Background: an optimization exercise with open tools, aiming at small area. Do not read the settings as production practice.
The RTL was checked by simulation tests, not by an equivalence proof against the original design.
The flow treats the clock pin as an ideal source. Dropping or thinning the clock tree relies on that and would not hold on a real chip.
No activity file was given, so power comes from the tool's default toggle rates.

// twi_engine
module twi_engine (
    input  wire       clk,
    input  wire       rst,
    input  wire       cmd_valid,
    input  wire [7:0] cmd_data,
    output wire       cmd_ready,
    output wire       rsp_valid,
    output reg  [7:0] rsp_data,
    input  wire       rsp_ready,
    output reg        scl_oe,
    output reg        sda_oe,
    input  wire       sda_i
);
Size: ~80 flip-flops, ~4400 um2 of cells after synthesis.
export LEC_CHECK = 0
export ABC_AREA = 1
export CAP_MARGIN = 0
export CORE_MARGIN = 2
export CORE_UTILIZATION = 40
export GPL_ROUTABILITY_DRIVEN = 0
export GPL_TIMING_DRIVEN = 0
export PLACE_DENSITY = 0.6
export SLEW_MARGIN = 0
create_clock -name core_clock -period 10.0 [get_ports {clk}]
standard.sh (not shown) runs the stock make flow with config.mk's settings and CLKGATE_MAP_FILE= SYNTH_SCRIPT=/design/flow/synth_recipe.tcl, a recipe that flattens the netlist after the stock synthesis.
==> flow/flow/run.sh <==
#!/bin/bash
# The standard layout with these changes to how it is made:
#  * the port buffers are the smallest buffer cell.
#  * the clock tree is one level of four buffers (flow/cts_tree.tcl).
set -e
here=$(pwd)
rm -rf "$here/scripts"
cp -r "$FLOW_HOME/scripts" "$here/scripts"
cp "$here/flow/abc_area.script" "$here/scripts/abc_area.script"
export SCRIPTS_DIR="$here/scripts"
export BUFFER_PORTS_ARGS="-buffer_cell sky130_fd_sc_hd__buf_1"
export PRE_CTS_TCL="$here/flow/cts_tree.tcl"
bash standard.sh ADDER_MAP_FILE= finish > standard.log 2>&1
==> flow/flow/abc_area.script <==
strash
balance
rewrite
refactor
balance
rewrite -z
refactor -z
rewrite -z
balance
&get -n
&dch -f
&nf -a -R 100
&put
strash
&get -n
&dch -f
&nf -a -R 100
&put
strash
&get -n
&dch -f
&nf -a -R 100
&put
==> flow/flow/cts_tree.tcl <==
proc clock_tree_synthesis { args } {
  set master_name sky130_fd_sc_hd__buf_12
  set nx 2
  set ny 2
  set db [ord::get_db]
  set block [ord::get_db_block]
  set clknet [$block findNet clk]
  set master [$db findMaster $master_name]
  set sinks {}
  foreach iterm [$clknet getITerms] {
    set bb [[$iterm getInst] getBBox]
    set x [expr {([$bb xMin] + [$bb xMax]) / 2}]
    set y [expr {([$bb yMin] + [$bb yMax]) / 2}]
    lappend sinks [list $iterm $x $y]
  }
  set sorted [lsort -integer -index 1 $sinks]
  set n [llength $sorted]
  set groups {}
  for {set i 0} {$i < $nx} {incr i} {
    set col [lrange $sorted [expr {$i * $n / $nx}] [expr {($i + 1) * $n / $nx - 1}]]
    set col [lsort -integer -index 2 $col]
    set m [llength $col]
    for {set j 0} {$j < $ny} {incr j} {
      lappend groups [lrange $col [expr {$j * $m / $ny}] [expr {($j + 1) * $m / $ny - 1}]]
    }
  }
  set k 0
  foreach g $groups {
    set inst [odb::dbInst_create $block $master clkbuf_leaf_$k]
    set net [odb::dbNet_create $block clknet_leaf_$k]
    $net setSigType CLOCK
    set sx 0
    set sy 0
    foreach s $g {
      set it [lindex $s 0]
      $it disconnect
      $it connect $net
      set sx [expr {$sx + [lindex $s 1]}]
      set sy [expr {$sy + [lindex $s 2]}]
    }
    [$inst findITerm A] connect $clknet
    [$inst findITerm X] connect $net
    $inst setLocation [expr {$sx / [llength $g]}] [expr {$sy / [llength $g]}]
    $inst setPlacementStatus PLACED
    puts "clock buffer $k ($master_name): [llength $g] registers"
    incr k
  }
  $clknet setSigType CLOCK
  set_propagated_clock [all_clocks]
}
The starting point ran to the end with no violations.
Change:
--- a/flow/design.v
+++ b/flow/design.v
@@ -170,13 +170,13 @@
         if (fph == F_W0)
             fbit = 1'b0;
     end
     wire go = !issued && bidle && (mk_frame || mk_start || mk_stop || mk_div);
     always @(posedge clk) begin
         sync <= {sync[0], sda_i};
-        if (bidle || half_end) begin
+        if (go || half_end) begin
             acc <= {3'd0, khz};
             cyc <= 3'd1;
         end else begin
             acc <= acc_sum[12:0];
             if (cyc != 3'd7) cyc <= cyc_inc;
         end
@@ -252,13 +252,14 @@
     wire [7:0] bcd_res = (opc == O_TOBCD) ? to_bcd : from_bcd;
     always @(posedge clk) begin
         if (bidle) begin
             hc <= 5'd0;
         end else if (b_div) begin
             hc <= hc_inc;
-            khz <= {a1[1:0], dq[23:16]};
+            if (hc[3:0] == 4'd15)
+                khz <= {a1[1:0], dq[23:16]};
         end else if (half_end) begin
             hc <= hc_inc;
             if (b_frame && hc[0] && (reading || mk_wd) &&
                 (!bitn[3] || (mk_wd && opc == O_WRITE)))
                 dq <= {dq[22:0], sda_in};
         end
After rerunning:
- The new run passed the timing, DRC and antenna checks
- die area stays flat
- critical path depth came out lower by 1
- routed wire length grows by 3.1%
- cell area barely changes
- fmax fell by 15%
- worst hold slack stays flat
- area after synthesis stays flat
- core utilization stays flat
- setup slack degrades by 1.0 ns
- power went up by 6.8%
- sequential share of layout area stays flat
- via count climbs by 3.8%
- synthesized cell count rose by 4.7%
- cell count grows by 3.6%
No run of this note takes its clock network from TritonCTS; it comes from the design's own scripts or RTL.

==> afterwards: timing with drivers on the ports <==
No port has a modelled driver above. Below, the same layouts with a new extraction and two added sets of constraints. Step 1: set_driving_cell puts a clkbuf_16 on clk and a buf_2 on each other input, an assumption about the parent block. Step 2 also shifts input and output timing later by t, the mid clock arrival at the registers, as if the neighbouring blocks saw the same clock. Three values: no drivers, after step 1, after step 2; two values: the first two.
run	t (ns)	setup WS [ns]	clock arrival spread, ns
the first run	0.206	3.924 / 3.924 / 3.924	0.009 / 0.009
the second run	0.210	2.886 / 2.886 / 2.886	0.009 / 0.009
After both steps every run listed still meets setup and hold.
